This is an optimization exercise on Yosys and OpenROAD, whose aim is small area, a short achievable clock period and few clock cycles, not a production implementation. RTL that was checked went through simulation tests only; none was proved equivalent to the original. Power figures rest on the tool's default switching activity, not on a simulated workload.

## rev 12
==> flow/design.v <==
module codex32_cks (
    input  wire        clk,
    input  wire        rst,
    input  wire        cmd_valid,
    output wire        cmd_ready,
    input  wire [15:0] cmd_word,
    input  wire        cmd_empty,
    input  wire        in_valid,
    output wire        in_ready,
    input  wire [7:0]  in_data,
    input  wire        in_last,
    output wire        out_valid,
    input  wire        out_ready,
    output wire [7:0]  out_data,
    output wire        out_last,
    output wire [3:0]  out_status
);
    localparam [64:0] GS0 = 65'h19dc500ce73fde210;
    localparam [64:0] GS1 = 65'h1bfae00def77fe529;
    localparam [64:0] GS2 = 65'h1fbd920fffe7bee52;
    localparam [64:0] GS3 = 65'h1739640bdeee3fdad;
    localparam [64:0] GS4 = 65'h07729a039cfc75f5a;
    localparam [64:0] TS  = 65'h10ce0795c2fd1e62a;
    localparam [64:0] IS  = 65'h23181b3;
    localparam [64:0] IAS = 65'h11899c7f0c7127e48;    
    localparam [74:0] GL0 = 75'h3d59d273535ea62d897;
    localparam [74:0] GL1 = 75'h7a9becb6361c6c51507;
    localparam [74:0] GL2 = 75'h543f9b7e6c38d8a2a0e;
    localparam [74:0] GL3 = 75'h0c577eaeccf1990d13c;
    localparam [74:0] GL4 = 75'h1887f74f8dc71b10651;
    localparam [74:0] TL  = 75'h43381e570bf4798ab26;
    localparam [74:0] IL  = 75'h23181b3;
    localparam [74:0] IAL = 75'h6f4b3a330a74687026c;   
    localparam [1:0] OP_PMODS  = 2'd0;
    localparam [1:0] OP_PMODL  = 2'd1;
    localparam [1:0] OP_CKSUM  = 2'd2;
    localparam [1:0] OP_VERIFY = 2'd3;
    reg         cr;           
    reg         sv;           
    reg  [1:0]  s_op;
    reg         s_aug, s_ill, s_emp;
    reg         fr;           
    reg         ir;           
    reg         cur;          
    reg         fin;          
    reg         crd;          
    reg         pre;          
    reg         vok_r;
    reg  [1:0]  st_r;
    reg         efin;         
    reg         pv;           
    reg  [4:0]  psym;
    reg         pbig;         
    reg         plast;
    reg  [4:0]  fsr, flr;     
    reg  [1:0]  op;
    reg         aug;          
    reg         ill;
    reg         bad;
    reg  [6:0]  len;          
    reg  [64:0] res_s;
    reg  [74:0] res_l;
    reg         ov;           
    reg  [4:0]  od;           
    reg         olast;
    reg  [1:0]  ost;
    reg  [3:0]  nx;           
    reg         rlong;        
    reg         rone;         
    wire dec_legal = (cmd_word == 16'h4000) || (cmd_word == 16'h4001) ||
                     (cmd_word == 16'h5000) || (cmd_word == 16'h6000);
    wire [1:0] dec_op = cmd_word[13] ? OP_VERIFY :
                        cmd_word[12] ? OP_CKSUM  :
                        cmd_word[0]  ? OP_PMODL  : OP_PMODS;
    wire cmd_fire = cmd_valid && cr;
    wire start    = sv && fr;                 
    wire in_fire  = in_valid  && ir;
    wire out_fire = ov && out_ready;
    wire pe       = pv && cur;                
    wire [4:0]  slo    = psym & {5{pe & ~aug}};
    wire [4:0]  fs     = fsr;
    wire [4:0]  fl     = flr;
    wire [64:0] step_s = {res_s[59:0], slo}
                       ^ (GS0 & {65{fs[0]}}) ^ (GS1 & {65{fs[1]}}) ^ (GS2 & {65{fs[2]}})
                       ^ (GS3 & {65{fs[3]}}) ^ (GS4 & {65{fs[4]}});
    wire [74:0] step_l = {res_l[69:0], slo}
                       ^ (GL0 & {75{fl[0]}}) ^ (GL1 & {75{fl[1]}}) ^ (GL2 & {75{fl[2]}})
                       ^ (GL3 & {75{fl[3]}}) ^ (GL4 & {75{fl[4]}});
    wire fin_go    = fin && !ov;
    wire fault     = ill | bad;
    wire vok       = !fault && (((len <= 7'd93) && res_s == TS) ||
                                (len[6] && len[5] && res_l == TL));
    wire nbad      = bad | pbig;
    wire k_long    = (op == OP_PMODL) || (aug && (len >= 7'd80));
    wire k_one     = ill || nbad || (op == OP_VERIFY);
    wire e_long    = !ill && (op == OP_PMODL);
    wire e_one     = ill || (op == OP_VERIFY);
    wire [4:0] tgt_l = ({5{nx == 4'd0}} & 5'd16)
                     | ({5{nx == 4'd1}} & 5'd25)
                     | ({5{nx == 4'd2}} & 5'd24)
                     | ({5{nx == 4'd3}} & 5'd3)
                     | ({5{nx == 4'd4}} & 5'd25)
                     | ({5{nx == 4'd5}} & 5'd11)
                     | ({5{nx == 4'd6}} & 5'd16)
                     | ({5{nx == 4'd7}} & 5'd23)
                     | ({5{nx == 4'd8}} & 5'd29)
                     | ({5{nx == 4'd9}} & 5'd3)
                     | ({5{nx == 4'd10}} & 5'd25)
                     | ({5{nx == 4'd11}} & 5'd17)
                     | ({5{nx == 4'd12}} & 5'd10)
                     | ({5{nx == 4'd13}} & 5'd25)
                     | ({5{nx == 4'd14}} & 5'd6);
    wire [4:0] tgt_s = ({5{nx == 4'd0}} & 5'd16)
                     | ({5{nx == 4'd1}} & 5'd25)
                     | ({5{nx == 4'd2}} & 5'd24)
                     | ({5{nx == 4'd3}} & 5'd3)
                     | ({5{nx == 4'd4}} & 5'd25)
                     | ({5{nx == 4'd5}} & 5'd11)
                     | ({5{nx == 4'd6}} & 5'd16)
                     | ({5{nx == 4'd7}} & 5'd23)
                     | ({5{nx == 4'd8}} & 5'd29)
                     | ({5{nx == 4'd9}} & 5'd3)
                     | ({5{nx == 4'd10}} & 5'd25)
                     | ({5{nx == 4'd11}} & 5'd17)
                     | ({5{nx == 4'd12}} & 5'd10);
    wire [4:0] tgt   = rlong ? tgt_l : tgt_s;
    wire [4:0] src_s = fin ? res_s[64:60] : res_s[59:55];
    wire [4:0] src_l = fin ? res_l[74:70] : res_l[69:65];
    wire [4:0] grp   = (rlong ? src_l : src_s) ^ (tgt & {5{aug}});
    wire       nlast = rlong ? (nx == 4'd14) : (nx == 4'd12);
    wire       adv   = out_fire && !olast;       
    wire       r_en  = pe || adv;
    wire       last_pe  = pe && plast;
    wire       ov_next  = fin_go || (ov && !(out_fire && olast));
    wire       early_fr = last_pe && k_one && !ov_next;
    wire       pv_next  = in_fire || (pv && !pe);
    wire       cur_next = (cur && !last_pe) || (start && !s_emp);
    wire       om       = (fin && !rone) || (ov && !olast);
    wire       ld       = fin_go || adv;         
    wire       clr      = nlast || (fin && rone);
    wire [4:0] od_new   = (fin && rone) ? {4'd0, vok_r} : grp;
    wire [4:0] psym_nx  = in_fire ? in_data[4:0] : psym;
    wire       aug_nx   = start ? s_aug : aug;
    wire       olast_nx = ld ? clr : olast;
    wire [4:0] tops_nx  = start ? (s_aug ? IAS[64:60] : IS[64:60]) :
                          r_en  ? step_s[64:60] : res_s[64:60];
    wire [4:0] topl_nx  = start ? (s_aug ? IAL[74:70] : IL[74:70]) :
                          r_en  ? step_l[74:70] : res_l[74:70];
    wire [4:0] top_r    = rlong ? res_l[74:70] : res_s[64:60];
    wire [4:0] sec_r    = rlong ? res_l[69:65] : res_s[59:55];
    assign cmd_ready  = cr;
    assign in_ready   = ir;
    assign out_valid  = ov;
    assign out_data   = {3'b000, od};
    assign out_last   = olast;
    assign out_status = {2'b00, ost};
    always @(posedge clk) begin
        if (start) begin
            res_s <= s_aug ? IAS : IS;
            res_l <= s_aug ? IAL : IL;
        end else if (r_en) begin
            res_s <= step_s;
            res_l <= step_l;
        end
        if (ov_next && !olast_nx) begin
            fsr <= 5'd0;
            flr <= 5'd0;
        end else begin
            fsr <= tops_nx ^ (psym_nx & {5{aug_nx}});
            flr <= topl_nx ^ (psym_nx & {5{aug_nx}});
        end
        if (cmd_fire) begin
            s_op  <= dec_op;
            s_aug <= cmd_word[12];
            s_ill <= !dec_legal;
            s_emp <= cmd_empty;
        end
        if (start) begin
            op  <= s_op;
            aug <= s_aug;
            ill <= s_ill;
            bad <= 1'b0;
            len <= 7'd0;
        end else if (pe) begin
            bad <= nbad;
            if (!(len[6] & len[5]))
                len <= len + 7'd1;
        end
        if (in_fire) begin
            psym  <= in_data[4:0];
            pbig  <= |in_data[7:5];
            plast <= in_last;
        end
        if (last_pe) begin
            rlong <= k_long;
            rone  <= k_one;
        end else if (efin) begin
            rlong <= e_long;
            rone  <= e_one;
        end
        if (pre) begin
            vok_r <= vok;
            st_r  <= ill ? 2'd1 : (bad ? 2'd2 : 2'd0);
        end
        if (fin_go)
            ost <= rone ? st_r : 2'd0;    
        if (ld) begin
            od    <= od_new;
            olast <= clr;
        end
        if (rst) begin
            cr  <= 1'b1;
            sv  <= 1'b0;
            fr  <= 1'b1;
            ir  <= 1'b1;
            cur <= 1'b0;
            fin <= 1'b0;
            crd <= 1'b0;
            efin <= 1'b0;
            pre  <= 1'b0;
            pv  <= 1'b0;
            ov  <= 1'b0;
            nx  <= 4'd0;
        end else begin
            pv  <= pv_next;
            cur <= cur_next;
            ir  <= !pv_next || cur_next;
            efin <= start && s_emp;
            sv   <= (sv && !start) || cmd_fire;
            cr   <= !((sv && !start) || cmd_fire);
            pre <= (last_pe && k_one) || efin;
            fin <= (last_pe && !k_one) || pre || (fin && !fin_go);
            ov  <= ov_next;
            if (early_fr)
                crd <= 1'b1;
            else if (fin_go)
                crd <= 1'b0;
            if (early_fr || (fin_go && rone && !crd) || (adv && nlast))
                fr <= 1'b1;
            else if (start)
                fr <= 1'b0;
            if (ld)
                nx <= clr ? 4'd0 : nx + 4'd1;
        end
    end
endmodule
clock: 4.0 ns
lec_check: 0
cap_margin: 20
core_margin: 2
core_utilization: 60
setup_slack_margin: 2.0
slew_margin: 20
standard.sh (not shown) runs the stock make flow with config.mk's settings and CLKGATE_MAP_FILE= SYNTH_SCRIPT=/design/flow/synth_recipe.tcl, a recipe that flattens the netlist after the stock synthesis.
==> flow/flow/run.sh <==
#!/bin/bash
# The standard layout, with the port buffers made from buf_4 cells instead of
# the library's smallest buffer (a slow delay cell), so the input and output
# paths are not slowed by them. Synthesis and everything else is unchanged.
set -euo pipefail
export BUFFER_PORTS_ARGS="-buffer_cell sky130_fd_sc_hd__buf_4"
bash standard.sh > standard_flow.log 2>&1
Testbench counts of rev 12, summed over its fixed seeds: cycles 29,858.
#### Input delta (rev 13 over rev 12)
diff --git a/flow/design.v b/flow/design.v
--- a/flow/design.v
+++ b/flow/design.v
@@ -45,7 +45,7 @@
     reg         fin;          
     reg         crd;          
     reg         pre;          
-    reg         vok_r;
+    reg         vs_r, vl_r;   
     reg  [1:0]  st_r;
     reg         efin;         
     reg         pv;           
@@ -88,8 +88,6 @@
                        ^ (GL3 & {75{fl[3]}}) ^ (GL4 & {75{fl[4]}});
     wire fin_go    = fin && !ov;
     wire fault     = ill | bad;
-    wire vok       = !fault && (((len <= 7'd93) && res_s == TS) ||
-                                (len[6] && len[5] && res_l == TL));
     wire nbad      = bad | pbig;
     wire k_long    = (op == OP_PMODL) || (aug && (len >= 7'd80));
     wire k_one     = ill || nbad || (op == OP_VERIFY);
@@ -138,7 +136,7 @@
     wire       om       = (fin && !rone) || (ov && !olast);
     wire       ld       = fin_go || adv;         
     wire       clr      = nlast || (fin && rone);
-    wire [4:0] od_new   = (fin && rone) ? {4'd0, vok_r} : grp;
+    wire [4:0] od_new   = (fin && rone) ? {4'd0, vs_r | vl_r} : grp;
     wire [4:0] psym_nx  = in_fire ? in_data[4:0] : psym;
     wire       aug_nx   = start ? s_aug : aug;
     wire       olast_nx = ld ? clr : olast;
@@ -199,7 +197,8 @@
             rone  <= e_one;
         end
         if (pre) begin
-            vok_r <= vok;
+            vs_r <= !fault && (len <= 7'd93) && (res_s == TS);
+            vl_r <= !fault && len[6] && len[5] && (res_l == TL);
             st_r  <= ill ? 2'd1 : (bad ? 2'd2 : 2'd0);
         end
         if (fin_go)
Notes after the runs:
Compared with rev 12, total power after layout in rev 13 decreased by a few percent. Going from rev 12 to rev 13, standard cell area after detailed placement moved down, proportion of power drawn by combinational gates moved down. Rev 13 ends up with lower final cell count than rev 12 does. Number of buffers inserted to repair setup after CTS up 2 in rev 13 wrt rev 12. Rev 12 → rev 13: arrival time of data at the critical path endpoint climbed 1.17 ns, insertion delay of the later-clocked pin in the worst-skew pair barely changed, final worst-path setup slack dropped 0.017 ns, multiplexer fraction of the synthesized cell area climbed 0.25 points. Diff rev 12 -> rev 13 | first-pass GRT wire length | decrease of 1.2%. Between rev 12 and rev 13, layout buffer count excluding clock buffers increased. Higher synthesized cell count goes to rev 12 over rev 13. Post-route clock period utilization (rev 13 over rev 12): increase, 0.42 points.
No functional check of the RTL was part of rev 13.

-- separate check: timing with driven ports --
No port has a modelled driver above. Below, the same layouts with a new extraction and two added sets of constraints.
Step 1 sets driving cells, clkbuf_16 on the clock port and buf_2 on the other inputs (assumed; they add their load-dependent delay and slew).
Step 2 adds t to the input delays and takes it off the output delays; t is the mean of the earliest and latest rising clock arrival at the registers after step 1. Input paths then give back, and output paths get back, about the clock's delay inside the block.
a / b / c = ideal / step 1 / step 2; a / b = the first two.
run | t, ns | setup WS [ns] | worst setup path at the end | worst slew at a driven data input, ns | pins driven straight from the clock port
rev 12 | 0.539 | 2.043 / 2.000 / 1.602 | input to register | 0.04 | 1
rev 13 | 0.549 | 2.026 / 2.026 / 1.603 | input to register | 0.03 | 1
After both steps every run listed still meets setup and hold. The setup slack of rev 12, which loses most, moves by -0.043 ns with the drivers and by -0.441 ns with both steps.
